Background: an optimization exercise with open tools, aiming at small area, a short achievable clock period and few clock cycles. Do not read the settings as production practice. Only simulation tests tie the RTL to the original design; equivalence was not proved.

## run 1
==> flow/design.v <==
module vlq_codec (
    input  wire         clk,
    input  wire         rst,
    input  wire         req_valid,
    output wire         req_ready,
    input  wire [4:0]   req_op,
    input  wire [127:0] req_value,
    input  wire [127:0] req_acc,
    input  wire [31:0]  req_cap,
    input  wire [31:0]  req_len,
    output wire         rsp_valid,
    output wire [31:0]  rsp_count,
    output wire [127:0] rsp_acc,
    output wire         rsp_term,
    output wire [1:0]   rsp_status,
    output wire         mem_valid,
    output wire         mem_we,
    output wire [31:0]  mem_addr,
    output wire [7:0]   mem_wdata,
    input  wire         mem_ready,
    input  wire [7:0]   mem_rdata
);
    localparam [1:0] F_SIZE = 2'd0, F_ENC = 2'd1, F_DEC = 2'd2;
    localparam [1:0] W_32 = 2'd0, W_64 = 2'd1, W_128 = 2'd2;
    localparam [1:0] ST_OK = 2'd0, ST_NOCAP = 2'd1, ST_INCOMPLETE = 2'd2,
                     ST_ILLEGAL = 2'd3;
    reg         sz_q, wr_q, rd_q, rsp_q, mv_q, rdy_q;
    reg         size_q;          
    reg [1:0]   width_q;
    reg         orient_r_q;      
    reg [127:0] x_q;             
    reg [31:0]  c_q;             
    reg [31:0]  rem_q;           
    reg [7:0]   wd_q;            
    reg         term_q;
    reg [1:0]   status_q;
    wire [1:0] req_width  = req_op[4:3];
    wire       req_orient = req_op[2];
    wire [1:0] req_func   = req_op[1:0];
    wire       req_illegal = (req_width == 2'b11) || (req_func == 2'b11);
    reg  [18:0] nz_r32, nz_r64, nz_r128, nz_l32, nz_l64, nz_l128, nz;
    reg  [18:0] nz_q;
    integer g;
    always @(*) begin
        nz_r32 = 19'd0; nz_r64 = 19'd0; nz_r128 = 19'd0;
        nz_l32 = 19'd0; nz_l64 = 19'd0; nz_l128 = 19'd0;
        for (g = 0; g < 18; g = g + 1) nz_r128[g] = |req_value[7*g +: 7];
        nz_r128[18] = |req_value[127:126];
        for (g = 0; g < 9; g = g + 1)  nz_r64[g]  = |req_value[7*g +: 7];
        nz_r64[9] = req_value[63];
        for (g = 0; g < 4; g = g + 1)  nz_r32[g]  = |req_value[7*g +: 7];
        nz_r32[4] = |req_value[31:28];
        for (g = 0; g < 4; g = g + 1)  nz_l32[g]  = |req_value[31 - 7*g -: 7];
        nz_l32[4] = |req_value[3:0];
        for (g = 0; g < 9; g = g + 1)  nz_l64[g]  = |req_value[63 - 7*g -: 7];
        nz_l64[9] = req_value[0];
        for (g = 0; g < 18; g = g + 1) nz_l128[g] = |req_value[127 - 7*g -: 7];
        nz_l128[18] = |req_value[1:0];
        case ({req_width, req_orient})
            3'b001:  nz = nz_r32;
            3'b011:  nz = nz_r64;
            3'b000:  nz = nz_l32;
            3'b010:  nz = nz_l64;
            3'b100:  nz = nz_l128;
            default: nz = nz_r128;
        endcase
    end
    reg [4:0] sz_n, sz_m;
    reg       cap_lt;
    always @(*) begin
        sz_n = 5'd1;
        sz_m = 5'd0;
        cap_lt = 1'b0;
        for (g = 0; g < 19; g = g + 1) begin
            if (nz_q[g] || g == 0) begin
                sz_n = g + 1;
                sz_m = g;
            end
            if ((nz_q[g] || g == 0) && rem_q[4:0] <= g)
                cap_lt = 1'b1;
        end
    end
    wire cap_short = rem_q[5] && cap_lt;
    reg [6:0] grp0;
    always @(*) begin
        if (orient_r_q)
            grp0 = x_q[6:0];
        else case (width_q)
            W_32:    grp0 = x_q[31:25];
            W_64:    grp0 = x_q[63:57];
            default: grp0 = x_q[127:121];
        endcase
    end
    wire [6:0] b = rd_q ? mem_rdata[6:0] : 7'd0;
    wire shift_up = rd_q ? orient_r_q : ~orient_r_q;
    wire last_write = (c_q[4:0] == 5'd0);
    wire last_read  = (rem_q == 32'd1);
    wire accept = req_valid && rdy_q;
    wire adv    = mv_q && mem_ready;
    wire fin    = adv && (wr_q ? last_write : (!mem_rdata[7] || last_read));
    wire enc_go = !size_q && !cap_short;     
    always @(posedge clk) begin
        if (rst) begin
            sz_q  <= 1'b0;
            wr_q  <= 1'b0;
            rd_q  <= 1'b0;
            rsp_q <= 1'b0;
            mv_q  <= 1'b0;
            rdy_q <= 1'b1;
        end else if (accept) begin
            sz_q  <= !req_illegal && !req_func[1];
            wr_q  <= 1'b0;
            rd_q  <= !req_illegal && req_func == F_DEC && req_len != 32'd0;
            rsp_q <= req_illegal || (req_func == F_DEC && req_len == 32'd0);
            mv_q  <= !req_illegal && req_func == F_DEC && req_len != 32'd0;
            rdy_q <= req_illegal || (req_func == F_DEC && req_len == 32'd0);
        end else if (sz_q) begin
            sz_q  <= 1'b0;
            wr_q  <= enc_go;
            mv_q  <= enc_go;
            rsp_q <= !enc_go;
            rdy_q <= !enc_go;
        end else if (fin) begin
            wr_q  <= 1'b0;
            rd_q  <= 1'b0;
            mv_q  <= 1'b0;
            rsp_q <= 1'b1;
            rdy_q <= 1'b1;
        end else if (rsp_q) begin
            rsp_q <= 1'b0;
        end
    end
    always @(posedge clk)
        nz_q <= nz;
    always @(posedge clk) begin
        if (rdy_q) begin
            width_q    <= req_width;
            orient_r_q <= req_orient;
            size_q     <= !req_func[0];
            term_q     <= 1'b0;
            status_q   <= req_illegal ? ST_ILLEGAL : ST_INCOMPLETE;
        end else if (sz_q) begin
            wd_q       <= {1'b0, grp0};
            status_q   <= (!size_q && cap_short) ? ST_NOCAP : ST_OK;
        end else if (adv) begin
            if (wr_q) begin
                wd_q <= {1'b1, grp0};
            end else begin
                if (!mem_rdata[7]) begin
                    term_q   <= 1'b1;
                    status_q <= ST_OK;
                end
            end
        end
    end
    wire       c_wr   = wr_q && mem_ready;
    wire       c_rd   = rd_q && mem_ready;
    wire       c_hold = !rdy_q && !sz_q && !c_wr && !c_rd;
    wire [4:0] c_szv  = size_q ? sz_n : cap_short ? 5'd0 : sz_m;
    wire [4:0] c_wrv  = last_write ? rem_q[4:0] : c_q[4:0] - 5'd1;
    always @(posedge clk) begin
        c_q <= ({32{sz_q}} & {27'd0, c_szv})
             | ({32{c_wr}} & {27'd0, c_wrv})
             | ({32{c_rd}} & (c_q + 32'd1))
             | ({32{c_hold}} & c_q);
    end
    wire        rem_ld   = rdy_q;
    wire        rem_sz   = sz_q;
    wire        rem_dec  = rd_q && mem_ready;
    wire        rem_hold = !rdy_q && !sz_q && !rem_dec;
    wire [31:0] rem_new  = (req_func == F_DEC) ? req_len :
                           {req_len[31:6], req_cap[31:5] == 27'd0, req_cap[4:0]};
    wire [31:0] rem_m1   = rem_q - 32'd1;
    always @(posedge clk) begin
        rem_q <= ({32{rem_ld}} & rem_new)
               | ({32{rem_sz}} & {27'd0, sz_n})
               | ({32{rem_dec}} & rem_m1)
               | ({32{rem_hold}} & rem_q);
    end
    wire ld_acc  = req_illegal || req_func == F_DEC;
    wire ld_val  = rdy_q && !ld_acc;
    wire ld_a0   = rdy_q && ld_acc;                              
    wire ld_a1   = ld_a0 && (req_illegal || req_width != W_32);   
    wire ld_a2   = ld_a0 && (req_illegal || req_width[1]);       
    wire sh      = adv || sz_q;          
    wire sh_up   = sh && shift_up;
    wire sh_dn   = sh && !shift_up;
    wire w32     = (width_q == W_32);
    wire w128    = width_q[1];
    wire hold    = !rdy_q && !adv && !sz_q;
    wire [127:0] sel_ld_acc = {{64{ld_a2}}, {32{ld_a1}}, {32{ld_a0}}};
    wire [127:0] sel_up = {{64{sh_up && w128}}, {32{sh_up && !w32}}, {32{sh_up}}};
    wire [127:0] sel_dn = {7'd0, {57{sh_dn && w128}}, {7{sh_dn && w128}},
                           {25{sh_dn && !w32}}, {7{sh_dn && !w32}}, {25{sh_dn}}};
    wire [127:0] sel_b  = {{7{sh_dn && w128}}, 57'd0, {7{sh_dn && !w32 && !w128}},
                           25'd0, {7{sh_dn && w32}}, 25'd0};
    always @(posedge clk) begin
        x_q <= ({128{ld_val}} & req_value)
             | (sel_ld_acc & req_acc)
             | (sel_up & {x_q[120:0], b})
             | (sel_dn & {7'd0, x_q[127:7]})
             | (sel_b & {b, 57'd0, b, 25'd0, b, 25'd0})
             | ({128{hold}} & x_q);
    end
    assign req_ready  = rdy_q;
    assign rsp_valid  = rsp_q;
    assign rsp_count  = c_q;
    assign rsp_acc    = x_q;
    assign rsp_term   = term_q;
    assign rsp_status = status_q;
    assign mem_valid  = mv_q;
    assign mem_we     = wr_q;
    assign mem_addr   = c_q;
    assign mem_wdata  = wd_q;
endmodule
export LEC_CHECK = 0
export CAP_MARGIN = 20
export CORE_MARGIN = 2
export CORE_UTILIZATION = 40
export CTS_CLUSTER_DIAMETER = 100
export CTS_CLUSTER_SIZE = 22
export SETUP_SLACK_MARGIN = 5
export SLEW_MARGIN = 20
export TNS_END_PERCENT = 100
create_clock -name core_clock -period 8.0 [get_ports {clk}]
standard.sh (not shown) runs the stock make flow with config.mk's settings and CLKGATE_MAP_FILE= SYNTH_SCRIPT=/design/flow/synth_recipe.tcl, a recipe that flattens the netlist after the stock synthesis.
==> flow/flow/run.sh <==
#!/bin/bash
# The standard layout, with the port buffers made from the smallest buffer
# cell instead of the one buffer_ports picks by default; the resizer still
# sizes them up where timing or slew calls for it.
set -euo pipefail
export BUFFER_PORTS_ARGS="-buffer_cell sky130_fd_sc_hd__buf_1"
bash standard.sh finish > standard_flow.log 2>&1
Testbench counts of run 1, summed over its fixed seeds: cycles 54,168.
The inputs of run 2 differ from those of run 1 as listed below.
--- a/flow/design.v
+++ b/flow/design.v
@@ -138,13 +138,21 @@
             orient_r_q <= req_orient;
             size_q     <= !req_func[0];
+            rem_q      <= (req_func == F_DEC) ? req_len :
+                          {req_len[31:6], req_cap[31:5] == 27'd0, req_cap[4:0]};
             term_q     <= 1'b0;
+            c_q        <= 32'd0;
             status_q   <= req_illegal ? ST_ILLEGAL : ST_INCOMPLETE;
         end else if (sz_q) begin
             wd_q       <= {1'b0, grp0};
+            rem_q      <= {27'd0, sz_n};
+            c_q        <= size_q ? {27'd0, sz_n} : cap_short ? 32'd0 : {27'd0, sz_m};
             status_q   <= (!size_q && cap_short) ? ST_NOCAP : ST_OK;
         end else if (adv) begin
             if (wr_q) begin
                 wd_q <= {1'b1, grp0};
+                c_q  <= last_write ? rem_q : {27'd0, c_q[4:0] - 5'd1};
             end else begin
+                c_q   <= c_q + 32'd1;
+                rem_q <= rem_q - 32'd1;
                 if (!mem_rdata[7]) begin
                     term_q   <= 1'b1;
@@ -153,28 +161,4 @@
             end
         end
-    end
-    wire       c_wr   = wr_q && mem_ready;
-    wire       c_rd   = rd_q && mem_ready;
-    wire       c_hold = !rdy_q && !sz_q && !c_wr && !c_rd;
-    wire [4:0] c_szv  = size_q ? sz_n : cap_short ? 5'd0 : sz_m;
-    wire [4:0] c_wrv  = last_write ? rem_q[4:0] : c_q[4:0] - 5'd1;
-    always @(posedge clk) begin
-        c_q <= ({32{sz_q}} & {27'd0, c_szv})
-             | ({32{c_wr}} & {27'd0, c_wrv})
-             | ({32{c_rd}} & (c_q + 32'd1))
-             | ({32{c_hold}} & c_q);
-    end
-    wire        rem_ld   = rdy_q;
-    wire        rem_sz   = sz_q;
-    wire        rem_dec  = rd_q && mem_ready;
-    wire        rem_hold = !rdy_q && !sz_q && !rem_dec;
-    wire [31:0] rem_new  = (req_func == F_DEC) ? req_len :
-                           {req_len[31:6], req_cap[31:5] == 27'd0, req_cap[4:0]};
-    wire [31:0] rem_m1   = rem_q - 32'd1;
-    always @(posedge clk) begin
-        rem_q <= ({32{rem_ld}} & rem_new)
-               | ({32{rem_sz}} & {27'd0, sz_n})
-               | ({32{rem_dec}} & rem_m1)
-               | ({32{rem_hold}} & rem_q);
     end
     wire ld_acc  = req_illegal || req_func == F_DEC;
### Flow results
Measured against each other, run 1 and run 2 differ in routability congestion estimate from global placement, the lower figure coming from run 2. Looking at minimum clock period across run 1 and run 2, the one that comes out higher is run 2. The maximum frequency was comparable across run 1 and run 2. Delta (run 2 minus run 1): post-CTS setup buffer count picked up an extra 8, synthesized-area fraction occupied by xor and xnor cells rose 2.2 points. Number of cells after detailed placement went up by a few percent going from run 1 to run 2. The met2 routing resource usage after global routing of run 2 exceeds that of run 1 by 0.25 points. Run 2 ends up with a critical path depth that is 6 higher than in run 1.
Testbench counts of run 2, summed over its fixed seeds: cycles 54,168.

## afterwards: timing with drivers on the ports
How much do the figures lean on ideal ports? The routed layouts below were timed once more, with nothing changed but the port constraints.
Step 1 assumes that a clkbuf_16 drives the clock port and a buf_2 every other input.
Step 2, shift: input delay + t, output delay - t, t = (earliest + latest rising clock arrival at the registers) / 2. This alone moves slack from input paths to output paths.
Three values: ideal ports, drivers, drivers and shift; two values: the first two.
run | shift t [ns] | setup slack, ns | clock arrival spread, ns | worst slew at a driven data input, ns
run 1 | 0.562 | 5.023 / 4.966 / 4.527 | 0.039 / 0.039 | 0.11
run 2 | 0.550 | 5.015 / 4.969 / 4.488 | 0.025 / 0.026 | 0.11
After both steps setup and hold are still met in every run listed. For run 2, which loses most, drivers alone change the setup slack by -0.046 ns; drivers and shift together by -0.527 ns.
